Background: an optimization exercise with open tools, aiming at small area. Do not read the settings as production practice. RTL that was checked went through simulation tests only; none was proved equivalent to the original. No activity file was given, so power comes from the tool's default toggle rates.

==> flow/design.v <==
module fde_core (
    input  wire        clk,
    input  wire        rst,            
    input  wire [7:0]  key,            
    output wire [7:0]  mem_addr,
    output wire        mem_we,
    output wire [15:0] mem_wdata,
    input  wire [15:0] mem_rdata,
    output reg  [15:0] out_data,
    output wire        out_valid,
    output reg  [15:0] disp_data,
    output wire        disp_data_valid,
    output reg  [15:0] disp_ctrl,
    output wire        disp_ctrl_valid,
    output reg         halted,
    output wire [1:0]  fault,
    output wire [15:0] fault_info
);
    localparam [4:0] C_NOP = 5'h00, C_LDA = 5'h01, C_ADD = 5'h02, C_SUB = 5'h03,
                     C_STA = 5'h04, C_LDI = 5'h05, C_JMP = 5'h06, C_JC  = 5'h07,
                     C_JZ  = 5'h08, C_SHL = 5'h09, C_SHR = 5'h0A, C_KEY = 5'h0B,
                     C_OUT = 5'h0E, C_HLT = 5'h0F, C_PSH = 5'h10, C_POP = 5'h11,
                     C_CAL = 5'h12, C_RET = 5'h13, C_LSP = 5'h14, C_DSD = 5'h15,
                     C_DSC = 5'h16;
    reg [7:0]  pc;
    reg [7:0]  mar;
    reg [4:0]  opc;
    reg [15:0] a;
    reg        az;
    reg        c;
    reg        z;
    reg [3:0]  sp;
    reg [3:0]  cnt;
    reg        t;
    reg        rf;             
    assign fault_info = a;
    wire run   = !halted;
    wire c0    = (cnt == 4'd0);
    wire c14   = (cnt == 4'd14);
    wire fetch = (cnt == 4'd15);
    wire o_lda = (opc == C_LDA);
    wire o_add = (opc == C_ADD);
    wire o_sub = (opc == C_SUB);
    wire o_sta = (opc == C_STA);
    wire o_ldi = (opc == C_LDI);
    wire o_jmp = (opc == C_JMP);
    wire o_jc  = (opc == C_JC);
    wire o_jz  = (opc == C_JZ);
    wire o_shl = (opc == C_SHL);
    wire o_shr = (opc == C_SHR);
    wire o_key = (opc == C_KEY);
    wire o_out = (opc == C_OUT);
    wire o_hlt = (opc == C_HLT);
    wire o_psh = (opc == C_PSH);
    wire o_pop = (opc == C_POP);
    wire o_cal = (opc == C_CAL);
    wire o_ret = (opc == C_RET);
    wire o_lsp = (opc == C_LSP);
    wire o_dsd = (opc == C_DSD);
    wire o_dsc = (opc == C_DSC);
    wire o_inv = (opc == 5'h0C) || (opc == 5'h0D) || (opc >= 5'h17);
    wire        kill = rst || az || o_cal;
    wire [15:0] am   = a & {16{!kill}};
    wire [7:0] f_op  = mem_rdata[15:8];
    wire       f_stk = (f_op[7:2] == 6'b000100);    
    wire       f_pop = f_stk && f_op[0];             
    wire [3:0] sp_nx = sp + {f_pop, f_pop, f_pop, 1'b1};
    wire hi_nz   = (mem_rdata[15:8] != 8'd0);
    wire ret_flt = o_ret && (fetch ? rf : hi_nz);
    assign fault = {o_ret, o_ret || o_inv};
    wire halting = (c0 && o_hlt) || (fetch && (o_inv || rf));
    wire mar_sel = (o_lda || o_add || o_sub || o_sta || o_psh || o_pop || o_ret) ? !fetch
                                                                                 : (o_cal && c0);
    assign mem_addr = mar_sel ? mar : pc;
    wire [7:0] pc_inc = pc + 8'd1;
    assign mem_we    = run && c0 && (o_sta || o_psh || o_cal);
    assign mem_wdata = {am[15:8], am[7:0] | (pc_inc & {8{o_cal}})};
    wire [15:0] rvec = {t, mem_rdata[14:0]};
    wire [3:0]  ridx = {cnt[3] ^ o_inv, cnt[2:0]};
    wire        rbit = rvec[ridx];
    wire        kbit = key[cnt[2:0]];
    wire        bop  = o_shl ? am[0] : (rbit ^ o_sub);
    wire        cin  = c0 ? o_sub : c;
    wire        sum  = am[0] ^ bop ^ cin;
    wire        cout = (am[0] & bop) | (am[0] & cin) | (bop & cin);
    reg newbit;
    always @* begin
        if (o_add || o_sub || o_shl) newbit = sum;
        else if (o_shr)              newbit = am[1] && !fetch;
        else if (o_ldi || o_inv)     newbit = rbit && !cnt[3];
        else if (o_key)              newbit = kbit && !cnt[3];
        else                         newbit = rbit;    
    end
    wire ashift = run && (o_lda || o_add || o_sub || o_ldi || o_shl || o_shr ||
                          o_key || o_pop || o_inv || ret_flt);
    wire flags  = o_add || o_sub || o_shl || o_shr;
    wire take = o_jmp || (o_jc && c) || (o_jz && z) || o_cal || o_ret;
    wire ld_out = run && c0 && o_out;
    wire ld_dsd = run && c0 && o_dsd;
    wire ld_dsc = run && c0 && o_dsc;
    wire c1 = (cnt == 4'd1);
    assign out_valid       = run && c1 && o_out;
    assign disp_data_valid = run && c1 && o_dsd;
    assign disp_ctrl_valid = run && c1 && o_dsc;
    always @(posedge clk) begin
        t <= mem_rdata[15];
        rf <= !rst && c14 && o_ret && hi_nz;
        if (ashift) a <= {newbit, a[15:1]};
        if (rst || ld_out) out_data  <= am;
        if (rst || ld_dsd) disp_data <= am;
        if (rst || ld_dsc) disp_ctrl <= am;
        if (fetch) mar <= f_stk ? {4'hF, f_pop ? sp_nx : sp} : mem_rdata[7:0];
        if (rst) begin
            pc              <= 8'd0;
            opc             <= C_NOP;
            az              <= 1'b1;
            c               <= 1'b0;
            z               <= 1'b0;
            sp              <= 4'd0;
            cnt             <= 4'd15;
            halted          <= 1'b0;
        end else begin
            cnt             <= cnt + 4'd1;
            if (fetch && run && !halting) opc <= (f_op[7:5] != 3'd0) ? 5'h1F : f_op[4:0];
            if (ashift && fetch) az <= 1'b0;
            if (flags) begin
                if (o_shr) begin
                    if (c0) c <= am[0];
                end else begin
                    c <= cout;
                end
                z <= (c0 || z) && !newbit;
            end
            if (fetch && f_stk) sp <= sp_nx;
            if (c0 && o_lsp)    sp <= am[3:0];
            if (c14) pc <= take ? mem_rdata[7:0] : pc_inc;
            if (halting) halted <= 1'b1;
        end
    end
endmodule
export LEC_CHECK = 0
export ABC_AREA = 1
export CAP_MARGIN = 20
export CORE_MARGIN = 2
export CORE_UTILIZATION = 40
export CTS_BUF_LIST = sky130_fd_sc_hd__clkbuf_8
export PLACE_DENSITY = 0.6
export SLEW_MARGIN = 20
create_clock -name core_clock -period 7.0 [get_ports {clk}]
standard.sh (not shown) runs the stock make flow with config.mk's settings and CLKGATE_MAP_FILE= SYNTH_SCRIPT=/design/flow/synth_recipe.tcl, a recipe that flattens the netlist after the stock synthesis.
==> flow/flow/run.sh <==
#!/bin/bash
# The standard layout (standard.sh), with three changes:
#  - synthesis maps logic with an area-oriented ABC script (flow/abc_area.script,
#    used through ABC_AREA=1) instead of ORFS's, which buffers and upsizes;
#  - the port buffers are the smallest buffer cell;
#  - clock tree synthesis inserts no dummy loads.
set -euo pipefail
here=$(pwd)
rm -rf "$here/scripts"
cp -r "$FLOW_HOME/scripts" "$here/scripts"
cp "$here/flow/abc_area.script" "$here/scripts/abc_area.script"
export SCRIPTS_DIR="$here/scripts"
export BUFFER_PORTS_ARGS="-buffer_cell sky130_fd_sc_hd__buf_1"
export CTS_ARGS="-sink_clustering_enable -repair_clock_nets -buf_list sky130_fd_sc_hd__clkbuf_8 -dont_use_dummy_load"
bash standard.sh > "$here/standard.log" 2>&1
==> flow/flow/abc_area.script <==
strash
&get -n
&deepsyn -T 30
&dch -f
&nf -R 1000 -a
&put
==> next run, changes <==
--- a/flow/design.v
+++ b/flow/design.v
@@ -61,20 +61,21 @@
     wire o_inv = (opc == 5'h0C) || (opc == 5'h0D) || (opc >= 5'h17);
     wire        kill = rst || az || o_cal;
     wire [15:0] am   = a & {16{!kill}};
     wire [7:0] f_op  = mem_rdata[15:8];
     wire       f_stk = (f_op[7:2] == 6'b000100);    
     wire       f_pop = f_stk && f_op[0];             
-    wire [3:0] sp_nx = sp + {f_pop, f_pop, f_pop, 1'b1};
+    wire       sp_dn = fetch;    
+    wire [3:0] sp_nx = sp + {sp_dn, sp_dn, sp_dn, 1'b1};
     wire hi_nz   = (mem_rdata[15:8] != 8'd0);
     wire ret_flt = o_ret && (fetch ? rf : hi_nz);
     assign fault = {o_ret, o_ret || o_inv};
     wire halting = (c0 && o_hlt) || (fetch && (o_inv || rf));
-    wire mar_sel = (o_lda || o_add || o_sub || o_sta || o_psh || o_pop || o_ret) ? !fetch
-                                                                                 : (o_cal && c0);
-    assign mem_addr = mar_sel ? mar : pc;
+    wire stk_sel = (o_psh || o_cal) ? c0 : ((o_pop || o_ret) && !fetch);
+    wire mar_sel = (o_lda || o_add || o_sub || o_sta) && !fetch;
+    assign mem_addr = stk_sel ? {4'hF, sp} : (mar_sel ? mar : pc);
     wire [7:0] pc_inc = pc + 8'd1;
     assign mem_we    = run && c0 && (o_sta || o_psh || o_cal);
     assign mem_wdata = {am[15:8], am[7:0] | (pc_inc & {8{o_cal}})};
     wire [15:0] rvec = {t, mem_rdata[14:0]};
     wire [3:0]  ridx = {cnt[3] ^ o_inv, cnt[2:0]};
     wire        rbit = rvec[ridx];
@@ -106,13 +107,13 @@
         t <= mem_rdata[15];
         rf <= !rst && c14 && o_ret && hi_nz;
         if (ashift) a <= {newbit, a[15:1]};
         if (rst || ld_out) out_data  <= am;
         if (rst || ld_dsd) disp_data <= am;
         if (rst || ld_dsc) disp_ctrl <= am;
-        if (fetch) mar <= f_stk ? {4'hF, f_pop ? sp_nx : sp} : mem_rdata[7:0];
+        if (fetch) mar <= mem_rdata[7:0];
         if (rst) begin
             pc              <= 8'd0;
             opc             <= C_NOP;
             az              <= 1'b1;
             c               <= 1'b0;
             z               <= 1'b0;
@@ -128,13 +129,13 @@
                     if (c0) c <= am[0];
                 end else begin
                     c <= cout;
                 end
                 z <= (c0 || z) && !newbit;
             end
-            if (fetch && f_stk) sp <= sp_nx;
+            if ((fetch && f_pop) || (c0 && (o_psh || o_cal))) sp <= sp_nx;
             if (c0 && o_lsp)    sp <= am[3:0];
             if (c14) pc <= take ? mem_rdata[7:0] : pc_inc;
             if (halting) halted <= 1'b1;
         end
     end
 endmodule
Non-clock buffer count stays the same; via count falls by 3.2%; die area falls by 2.3%; power rises by 1.9%; core utilization rises by 0.65 points; synthesized cell count falls by 4.8%; setup slack is worse by 0.15 ns; sequential share of layout area rises by 1.2 points; sequential power hardly moves; critical path depth rises by 1; cell area falls by 2.2%.
No functional check of the RTL was part of the second run of this note.

-- port drivers added, routing unchanged --
The flow's constraints put no driver on any port. The routed layouts listed below were extracted and timed again, unchanged, in two steps.
Step 1 (the two cells are an assumption about what drives the block):
set clk [get_ports {clk}]
set_driving_cell -lib_cell sky130_fd_sc_hd__clkbuf_16 $clk
set_driving_cell -lib_cell sky130_fd_sc_hd__buf_2 [delete_from_list [all_inputs] $clk]
Step 2 also shifts input and output timing later by t, the mid clock arrival at the registers, as if the neighbouring blocks saw the same clock.
Slacks: ideal / step 1 / step 2; pairs: ideal / step 1.
run | t, ns | setup WS [ns] | latest minus earliest clock arrival (ns) | worst register clock-pin slew, ns | worst slew at a driven data input, ns
the first run | 0.376 | 2.545 / 2.512 / 2.668 | 0.040 / 0.039 | 0.11 / 0.11 | 0.04
the second run | 0.382 | 2.399 / 2.379 / 2.379 | 0.030 / 0.029 | 0.10 / 0.10 | 0.03
After both steps setup and hold are still met in every run listed. For the second run, which loses most, drivers alone change the setup slack by -0.020 ns; drivers and shift together by -0.020 ns.
